From an optimization exercise on the open Yosys and OpenROAD flow, aimed at small area; shortcuts taken in it are not production practice.
Where RTL was checked, it was by simulation tests only, not by an equivalence proof against the original.
No activity file was given, so power comes from the tool's default toggle rates.

// rds_decoder
module rds_decoder (
    input  wire        clk,
    input  wire        rst,         
    input  wire        cmd_valid,
    input  wire [1:0]  cmd_op,
    input  wire        rdsr,
    input  wire [15:0] blk_a,
    input  wire [15:0] blk_b,
    input  wire [15:0] blk_c,
    input  wire [15:0] blk_d,
    input  wire [6:0]  rd_addr,
    output wire [7:0]  rd_data,
    output reg         result,
    output wire [5:0]  pty,
    output wire        edge_state,
    output wire        text_ab
);
Size in the first run: ~3100 cells after synthesis, about 1100 flip-flops, about 38000 um^2 of cells after synthesis.
clock: 10.0 ns
lec_check: 0
cap_margin: 20
core_margin: 2
core_utilization: 70
cts_buf_list: sky130_fd_sc_hd__clkbuf_16
cts_cluster_diameter: 60
cts_cluster_size: 30
place_density: 0.85
slew_margin: 20
synth_hierarchical: 1
run.sh (not shown) runs the stock make flow with config.mk's settings and CLKGATE_MAP_FILE= SYNTH_SCRIPT=/design/flow/synth_recipe.tcl, a recipe that flattens the netlist after the stock synthesis.
Change:
==> flow/flow/run.sh (new file) <==
#!/bin/bash
# Layout flow: the standard flow (the standard.sh, standard synthesis
# unchanged) with two layout choices changed:
#  - clock tree: clkbuf_16 buffers, larger sink clusters, no dummy loads;
#  - port buffers: every input and output port still gets a buffer, but
#    the smallest one (buf_1).
# Each tool's output goes to standard.log in this folder.
set -e
export CTS_ARGS="-sink_clustering_enable -repair_clock_nets -buf_list sky130_fd_sc_hd__clkbuf_16 -sink_clustering_size 30 -sink_clustering_max_diameter 60 -dont_use_dummy_load"
export BUFFER_PORTS_ARGS="-buffer_cell sky130_fd_sc_hd__buf_1"
bash standard.sh > standard.log 2>&1
==> flow/standard.sh (new file) <==
#!/bin/bash
# synth_recipe.tcl (not shown) runs the flow's synth.tcl, then flattens the netlist and writes it again
# the make line also repeats each setting of config.mk as NAME=value (left out here)
make -C /OpenROAD-flow-scripts/flow DESIGN_CONFIG=/design/flow/config.mk WORK_HOME=/design/flow/orfs CLKGATE_MAP_FILE= SYNTH_SCRIPT=/design/flow/synth_recipe.tcl "${@:-finish}"
--- a/flow/config.mk
+++ b/flow/config.mk
@@ -11,3 +10,0 @@
-export CTS_BUF_LIST = sky130_fd_sc_hd__clkbuf_16
-export CTS_CLUSTER_DIAMETER = 60
-export CTS_CLUSTER_SIZE = 30
removed: flow/run.sh
After rerunning: The new run went through all stages and came out clean; routed wire length goes up slightly; first-iteration DRC count rises slightly; power goes down by a few percent; worst setup slack gets better by 0.60 ns; cell count drops slightly; die area does not change.

rds_decoder, a different RTL version from the one above (not shown whole).
Size: roughly 3,000 cells after synthesis, ~1,100 flip-flops, about 94 I/O pins, roughly 37,000 um2 of cells after synthesis.
==> flow/config.mk <==
export PLATFORM = sky130hd
export DESIGN_NAME = rds_decoder
export DESIGN_NICKNAME = rds_decoder
export VERILOG_FILES = /design/flow/design.v
export SDC_FILE = /design/flow/constraint.sdc
export NUM_CORES = 4
export LEC_CHECK = 0
export CAP_MARGIN = 20
export CORE_MARGIN = 2
export CORE_UTILIZATION = 70
export PLACE_DENSITY = 0.85
export SLEW_MARGIN = 20
export SYNTH_HIERARCHICAL = 1
==> flow/constraint.sdc <==
create_clock -name core_clock -period 10.0 [get_ports {clk}]
set_input_delay 2.0000 -clock core_clock [delete_from_list [all_inputs] [get_ports {clk}]]
set_output_delay 2.0000 -clock core_clock [all_outputs]
set_load 0.01 [all_outputs]
standard.sh (not shown) runs the stock make flow with config.mk's settings and CLKGATE_MAP_FILE= SYNTH_SCRIPT=/design/flow/synth_recipe.tcl, a recipe that flattens the netlist after the stock synthesis.
==> flow/flow/run.sh <==
#!/bin/bash
# Layout flow: the standard flow (the standard.sh, standard synthesis
# unchanged) with two layout choices changed:
#  - clock tree: clkbuf_16 buffers, larger sink clusters, no dummy loads;
#  - port buffers: every input and output port still gets a buffer, but
#    the smallest one (buf_1).
# Each tool's output goes to standard.log in this folder.
set -e
export CTS_ARGS="-sink_clustering_enable -repair_clock_nets -buf_list sky130_fd_sc_hd__clkbuf_16 -sink_clustering_size 30 -sink_clustering_max_diameter 70 -dont_use_dummy_load"
export BUFFER_PORTS_ARGS="-buffer_cell sky130_fd_sc_hd__buf_1"
bash standard.sh > standard.log 2>&1
The starting point finished clean.
Next try:
--- a/flow/flow/run.sh
+++ b/flow/flow/run.sh
@@ -8,3 +8,3 @@
 set -e
-export CTS_ARGS="-sink_clustering_enable -repair_clock_nets -buf_list sky130_fd_sc_hd__clkbuf_16 -sink_clustering_size 30 -sink_clustering_max_diameter 70 -dont_use_dummy_load"
+export CTS_ARGS="-sink_clustering_enable -repair_clock_nets -buf_list sky130_fd_sc_hd__clkbuf_16 -sink_clustering_size 30 -sink_clustering_max_diameter 60 -dont_use_dummy_load"
 export BUFFER_PORTS_ARGS="-buffer_cell sky130_fd_sc_hd__buf_1"
Total power is higher slightly.
Synthesized area stays the same.
Routed wire length stays flat.

Setup of v26:
rds_decoder, a different RTL version from the one above (not shown whole).
Size in the first run: about 1,100 flip-flops, roughly 94 I/O pins, ~39,000 µm² of cells after synthesis.
Settings: LEC_CHECK=0, CAP_MARGIN=0, CORE_MARGIN=2, CORE_UTILIZATION=60, CTS_BUF_LIST=sky130_fd_sc_hd__clkbuf_4 sky130_fd_sc_hd__clkbuf_8, SLEW_MARGIN=0, SYNTH_HIERARCHICAL=1; clock period 10.0 ns.
run.sh (not shown) runs the stock make flow with config.mk's settings and CLKGATE_MAP_FILE= SYNTH_SCRIPT=/design/flow/synth_recipe.tcl, a recipe that flattens the netlist after the stock synthesis.
Stock flow here: none of the scripts above is used.
The flow for v26 finished, though final verification flagged capacitance limit, slew limit.
Here is what was changed in the inputs of v35 compared with v26.
Settings: CORE_UTILIZATION now 40, was 60; SLEW_MARGIN now 20, was 0; CAP_MARGIN now 20, was 0; CTS_BUF_LIST no longer set, was sky130_fd_sc_hd__clkbuf_4 sky130_fd_sc_hd__clkbuf_8.
## What came out
v35 did not stop at any stage, and its layout met the timing, design-rule and antenna checks. Worst slack at placement in v35 vs v26: up 27 ps. Between v26 and v35, global routing met2 resource utilization is higher for v26, v35 comes in under that. The core of v35 is less densely filled than that of v26. The clock network as the largest power group was reported by v35, and registers by v26. Against v26, v35 reports a leakage power total that is higher. The higher cell area of v26 and v35 is in v35. Going from v26 to v35, max-capacitance violation count shrank by 1; clock latency on the worst-skew pair shrank by 120 ps.
No run of this note included a check of the RTL's function; only the layout flow was run.

[re-timing with driven ports]
Ports are ideal in the flow. The routed layouts listed here were re-timed in OpenROAD. Step 1: set_driving_cell puts a clkbuf_16 on clk and a buf_2 on each other input, an assumption about the parent block. Step 2, shift: input delay + t, output delay - t, t = (earliest + latest rising clock arrival at the registers) / 2. This alone moves slack from input paths to output paths. Three values: no drivers, after step 1, after step 2; two values: the first two.
run	t (ns)	slack for setup (ns)	latest minus earliest clock arrival (ns)	slew at the worst register clock pin (ns)	worst data-port slew with drivers (ns)
the first run of note 1	0.699	1.917 / 1.831 / 1.831	0.026 / 0.026	0.12 / 0.12	0.09
the second run of note 1	0.681	2.514 / 2.429 / 2.429	0.077 / 0.078	0.11 / 0.11	0.12
the first run of note 2	0.689	2.692 / 2.626 / 2.626	0.059 / 0.059	0.11 / 0.11	0.10
the second run of note 2	0.684	2.690 / 2.620 / 2.620	0.082 / 0.082	0.11 / 0.11	0.10
v26	0.883	1.323 / 1.292 / 1.292	0.038 / 0.038	0.07 / 0.07	0.07
v35	0.768	1.413 / 1.356 / 1.356	0.053 / 0.053	0.07 / 0.07	0.09
For the first run of note 1, which loses most, drivers alone change the setup slack by -0.086 ns; drivers and shift together by -0.086 ns.
